Context: an optimization exercise on an open-source flow, tuned for small area, a short achievable clock period and few clock cycles. The choices shown serve that exercise and are no tape-out recipe.
The RTL was checked by simulation tests, not by an equivalence proof against the original design.

### flow/config.mk
export PLATFORM = sky130hd
export DESIGN_NAME = rpt_fmt
export DESIGN_NICKNAME = rpt_fmt
export VERILOG_FILES = /design/flow/design.v
export SDC_FILE = /design/flow/constraint.sdc
export NUM_CORES = 4
export LEC_CHECK = 0
export CAP_MARGIN = 20
export CORE_MARGIN = 2
export CORE_UTILIZATION = 30
export PLACE_DENSITY = 0.5
export SLEW_MARGIN = 20
### flow/constraint.sdc
create_clock -name core_clock -period 40.0 [get_ports {clk}]
set_input_delay 8.0000 -clock core_clock [delete_from_list [all_inputs] [get_ports {clk}]]
set_output_delay 8.0000 -clock core_clock [all_outputs]
set_load 0.01 [all_outputs]
### flow/design.v
module rpt_fmt (
    input  wire        clk,
    input  wire        rst,         
    input  wire        req_valid,
    output wire        req_ready,
    input  wire        req_kind,    
    input  wire [7:0]  req_t,
    input  wire [7:0]  req_h,
    input  wire [15:0] req_f,
    output wire        tx_valid,
    input  wire        tx_ready,
    output wire [7:0]  tx_data
);
    localparam [1:0] S_IDLE  = 2'd0,
                     S_BUILD = 2'd1,
                     S_SEND  = 2'd2;
    localparam [2:0] F_HEAD  = 3'd0,    
                     F_NUM1  = 3'd1,    
                     F_HSEP  = 3'd2,    
                     F_NUM2  = 3'd3,    
                     F_CKSEP = 3'd4,    
                     F_CKNUM = 3'd5,    
                     F_END   = 3'd6;    
    reg [1:0]  state;
    reg        kind;
    reg [7:0]  t_val, h_val;
    reg [15:0] f_val;
    reg [7:0]  txq [0:31];
    reg [4:0]  wr;         
    reg [4:0]  rd;         
    reg [2:0]  fld;
    reg [3:0]  k;          
    reg [7:0]  sum;
    assign req_ready = (state == S_IDLE);
    assign tx_valid  = (state == S_SEND);
    assign tx_data   = txq[rd];
    function [2:0] ndigits;
        input [15:0] v;
        begin
            if (v >= 16'd10000)     ndigits = 3'd5;
            else if (v >= 16'd1000) ndigits = 3'd4;
            else if (v >= 16'd100)  ndigits = 3'd3;
            else if (v >= 16'd10)   ndigits = 3'd2;
            else                    ndigits = 3'd1;
        end
    endfunction
    function [3:0] digit;
        input [15:0] v;
        input [2:0]  p;
        reg   [15:0] q;
        begin
            case (p)
            3'd0:    q = v % 16'd10;
            3'd1:    q = (v / 16'd10) % 16'd10;
            3'd2:    q = (v / 16'd100) % 16'd10;
            3'd3:    q = (v / 16'd1000) % 16'd10;
            default: q = v / 16'd10000;
            endcase
            digit = q[3:0];
        end
    endfunction
    reg [15:0] num;
    reg [2:0]  nd;
    reg [7:0]  b;
    reg        last;
    always @(*) begin
        case (fld)
        F_NUM1:  num = kind ? f_val : {8'd0, t_val};
        F_NUM2:  num = {8'd0, h_val};
        default: num = {8'd0, sum};
        endcase
        nd   = ndigits(num);
        b    = 8'h00;
        last = 1'b0;
        case (fld)
        F_HEAD: begin
            if (kind) begin
                case (k)
                4'd0: b = "F"; 4'd1: b = "R"; 4'd2: b = "E"; 4'd3: b = "Q";
                default: b = ":";
                endcase
                last = (k == 4'd4);
            end else begin
                b    = (k == 4'd0) ? "T" : ":";
                last = (k == 4'd1);
            end
        end
        F_HSEP: begin
            case (k)
            4'd0: b = " "; 4'd1: b = "H";
            default: b = ":";
            endcase
            last = (k == 4'd2);
        end
        F_CKSEP: begin
            case (k)
            4'd0: b = " "; 4'd1: b = "C"; 4'd2: b = "H"; 4'd3: b = "E";
            4'd4: b = "C"; 4'd5: b = "K"; 4'd6: b = "S"; 4'd7: b = "U";
            4'd8: b = "M";
            default: b = ":";
            endcase
            last = (k == 4'd9);
        end
        F_END: begin
            b    = (k == 4'd0) ? 8'h0D : 8'h0A;
            last = (k == 4'd1);
        end
        default: begin    
            b    = 8'h30 + {4'd0, digit(num, nd - 3'd1 - k[2:0])};
            last = ({1'b0, k} == {1'b0, nd} - 4'd1);
        end
        endcase
    end
    always @(posedge clk) begin
        if (state == S_BUILD)
            txq[wr] <= b;
    end
    always @(posedge clk) begin
        if (rst) begin
            state <= S_IDLE;
        end else begin
            case (state)
            S_IDLE: begin
                if (req_valid) begin
                    kind  <= req_kind;
                    t_val <= req_t;
                    h_val <= req_h;
                    f_val <= req_f;
                    wr    <= 5'd0;
                    fld   <= F_HEAD;
                    k     <= 4'd0;
                    sum   <= 8'd0;
                    state <= S_BUILD;
                end
            end
            S_BUILD: begin
                wr <= wr + 5'd1;
                if (fld < F_CKSEP)
                    sum <= sum + b;
                if (!last) begin
                    k <= k + 4'd1;
                end else begin
                    k <= 4'd0;
                    if (fld == F_END) begin
                        rd    <= 5'd0;
                        state <= S_SEND;
                    end else if (fld == F_NUM1 && kind) begin
                        fld <= F_CKSEP;    
                    end else begin
                        fld <= fld + 3'd1;
                    end
                end
            end
            S_SEND: begin
                if (tx_ready) begin
                    if (rd == wr - 5'd1)
                        state <= S_IDLE;
                    rd <= rd + 5'd1;
                end
            end
            default: state <= S_IDLE;
            endcase
        end
    end
endmodule
### flow/run.sh
#!/bin/bash
# synth_recipe.tcl (not shown) runs the flow's synth.tcl, then flattens the netlist and writes it again
# the make line also repeats each setting of config.mk as NAME=value (left out here)
make -C /OpenROAD-flow-scripts/flow DESIGN_CONFIG=/design/flow/config.mk WORK_HOME=/design/flow/orfs CLKGATE_MAP_FILE= SYNTH_SCRIPT=/design/flow/synth_recipe.tcl finish
==> run notes <==
outcome finished clean; layout overhead on the synthesized area 12.5%; synth unique cells 116; PnR worst setup slack 5780 ps; initial antenna violation count 0; Critical Path Fanout Max 33; CP required 40290 ps; Synth Area in XOR/XNOR 3.66%; yosys warns 1; Initial Util 30.3%; nets 2010; via count 14800; max cap viols 0; Netlist Area Pre-Place 0.0199 mm2; Syn Nets 1972; Post-Route WL 53700 um; Post-DRT Antenna Nets 0; DR iter-0 viols 1055; sequential share of the synthesized area 44.0%; fin area 0.0224 mm2; DP Worst Slack 6010 ps; Slew HR 32.5%; CP top delay family compound AO/OA/AOI/OAI gates; Period Utilization, post-route 85.5%; most frequent cells in the layout edfxtp_1 (282), nor2_1 (177), nand2_1 (165); Crit-path slowest cell nor2_1; Overflow after GRT 0; worst hold path class register to register; postcts setup bufs 0; Num CTS Buffers 30; global-route wire length before repair 84100 um; startpoint types register; busiest layer in global routing met2; post-CTS resize count 0; number of synthesized flops with an enable pin 282; Synth Register Bits 296; routing usage on met2 27.6%; unrepaired setup endpoints after global routing false; via/cell ratio 5.37; Crit Path Category register to register; post-place instance area 0.0213 mm2; post-synthesis adder-cell area fraction 7.06%; Port Buffers 45; All-Layer GR Usage 15.6%; CTS Hold Bufs 0; Syn Inst Count 1824; largest net degree at the start of global routing 57; Slew Viols, Final 0; CTS clk-pin slew, worst paths 60 ps; # setup viols final 0; DPL Wire Length 39100 um; DRC Markers 0; CP Buf/Inv Count 6; Core Rows 94; Async S/R FF share, synth 0%; CTS tree built; Finished Core Util 34.1%; setup TNS 0 ps; layout cell share with drive strength beyond 1 12.2%; GR met1 Demand/Resource 21.0%; Min Hold Slack 615 ps; clk buf depth 3; Vert. Die Dim 261 um; Worst-Skew Late Latency 560 ps; CTS Root Cell clkbuf_16; IO Pins 47; cell mode on critical path ha_1; Compound-Gate Fraction of Synth Area 16.9%; n_diodes 0; die area 0.0683 mm2; multiplexer share of the synthesized area 11.3%; CP peak stage delay 800 ps; TritonRoute pass-1 iters 5; Mapped Avg Cell Area 10.9 um2; met3 GRT Util 1.18%; Post-Synth Simple-Gate Area 14.6%; Die Wd 261 um; commonest non-fill, non-tap cell in the layout edfxtp_1; final hold violations 0; vias in the first global route 14700; crit end category register; Clock Sink Count 296; WL/cell 19.5 um; core box area 0.0656 mm2; largest family of logic cells by synthesized area compound AO/OA/AOI/OAI gates; Max Freq 29.2 MHz; fin crit period 34220 ps; skew final 10.8 ps; ys flop type edfxtp_1; worst-margin pin slew 1010 ps; Arr. time, crit path 34500 ps; GPL Wtd Cong 0.864; H-tree Lvls 1
==> per-stage QoR <==
| step | std cells |
|---|---|
| after floorplan | 1824 |
| after global placement | 2694 |
| after detailed placement | 2694 |
| after CTS | 2750 |
| after global routing | 2750 |
| final | 2750 |
==> sequential cells by signal, indices dropped and copies added, names as in the netlist, 3 cells and up, named ones only <==
register,flops
rd,5
t_val,8
h_val,8
k,4
sum,8
txq,224
fld,3
f_val,16
wr,5
==> cell type report <==
type	count	area [um2]
clock inverter	19	210
multi-input combinational	1407	10700
tap	864	1080
fill	6568	43300
clock buffer	37	817
timing repair buffer	63	586
sequential	296	8760
inverter	64	240
==> per-layer routing <==
metal | routed length [um] | part of all wire [%]
met1 | 24700 | 46
met2 | 26100 | 49
met3 | 1990 | 3.7
met4 | 843 | 1.6
met5 | 0 | 0
==> logic make-up (layout without fill, tap and decap cells) <==
kind of cell             Yosys count  after routing
XOR/XNOR                          83             83
adder cells (fa/ha/maj)          111            111
multiplexers                     133            133
AO/OA/AOI/OAI                    479            479
buffers and inverters            121            183
other                              1              1
AND/OR/NAND/NOR                  600            600
flip-flops                       296            296
==> final timing paths <==
kind                                 end  cells past startpoint  slack (ps)    from
worst min register to register  register                      2         620   rd[3]
worst max register to register    sum[7]                    135        5780  fld[2]
worst max-delay path              sum[7]                    135        5780  fld[2]
worst min-delay path            register                      2         620   rd[3]
==> cell usage after synthesis, drive strengths merged (38+ instances only) <==
library cell / instances / area share (%)
ha: 109 / 6.9
nand3: 38 / 0.96
nor2: 180 / 3.4
nand2: 167 / 3.2
nor3: 49 / 1.3
o21ai: 126 / 3.3
mux2i: 39 / 2.0
edfxtp: 282 / 43
a21oi: 103 / 2.6
inv: 62 / 1.2
mux4: 71 / 8.0
xnor2: 52 / 2.3
==> tightest hold or removal path, stage by stage, from the launching register on <==
cell	delay (ps)
edfxtp_1	440
nand2_1	70
nand2_1	70
Testbench counts, summed over its fixed seeds: cycles 74,970.

[afterwards: timing with drivers on the ports]
The flow's constraints put no driver on any port. The routed layout listed below was extracted and timed again, unchanged, in two steps. Step 1: set_driving_cell puts a clkbuf_16 on clk and a buf_2 on each other input, an assumption about the parent block. Step 2 also shifts input and output timing later by t, the mid clock arrival at the registers, as if the neighbouring blocks saw the same clock. Three values: no drivers, after step 1, after step 2; two values: the first two.
t (ns): 0.607
setup WS [ns]: 5.784 / 5.784 / 5.784
hold slack, ns: 0.615 / 0.615 / 0.615
worst setup path at the end: register to register
After both steps this run still meets setup and hold. The setup slack of this run moves by 0.000 ns with the drivers and by 0.000 ns with both steps.
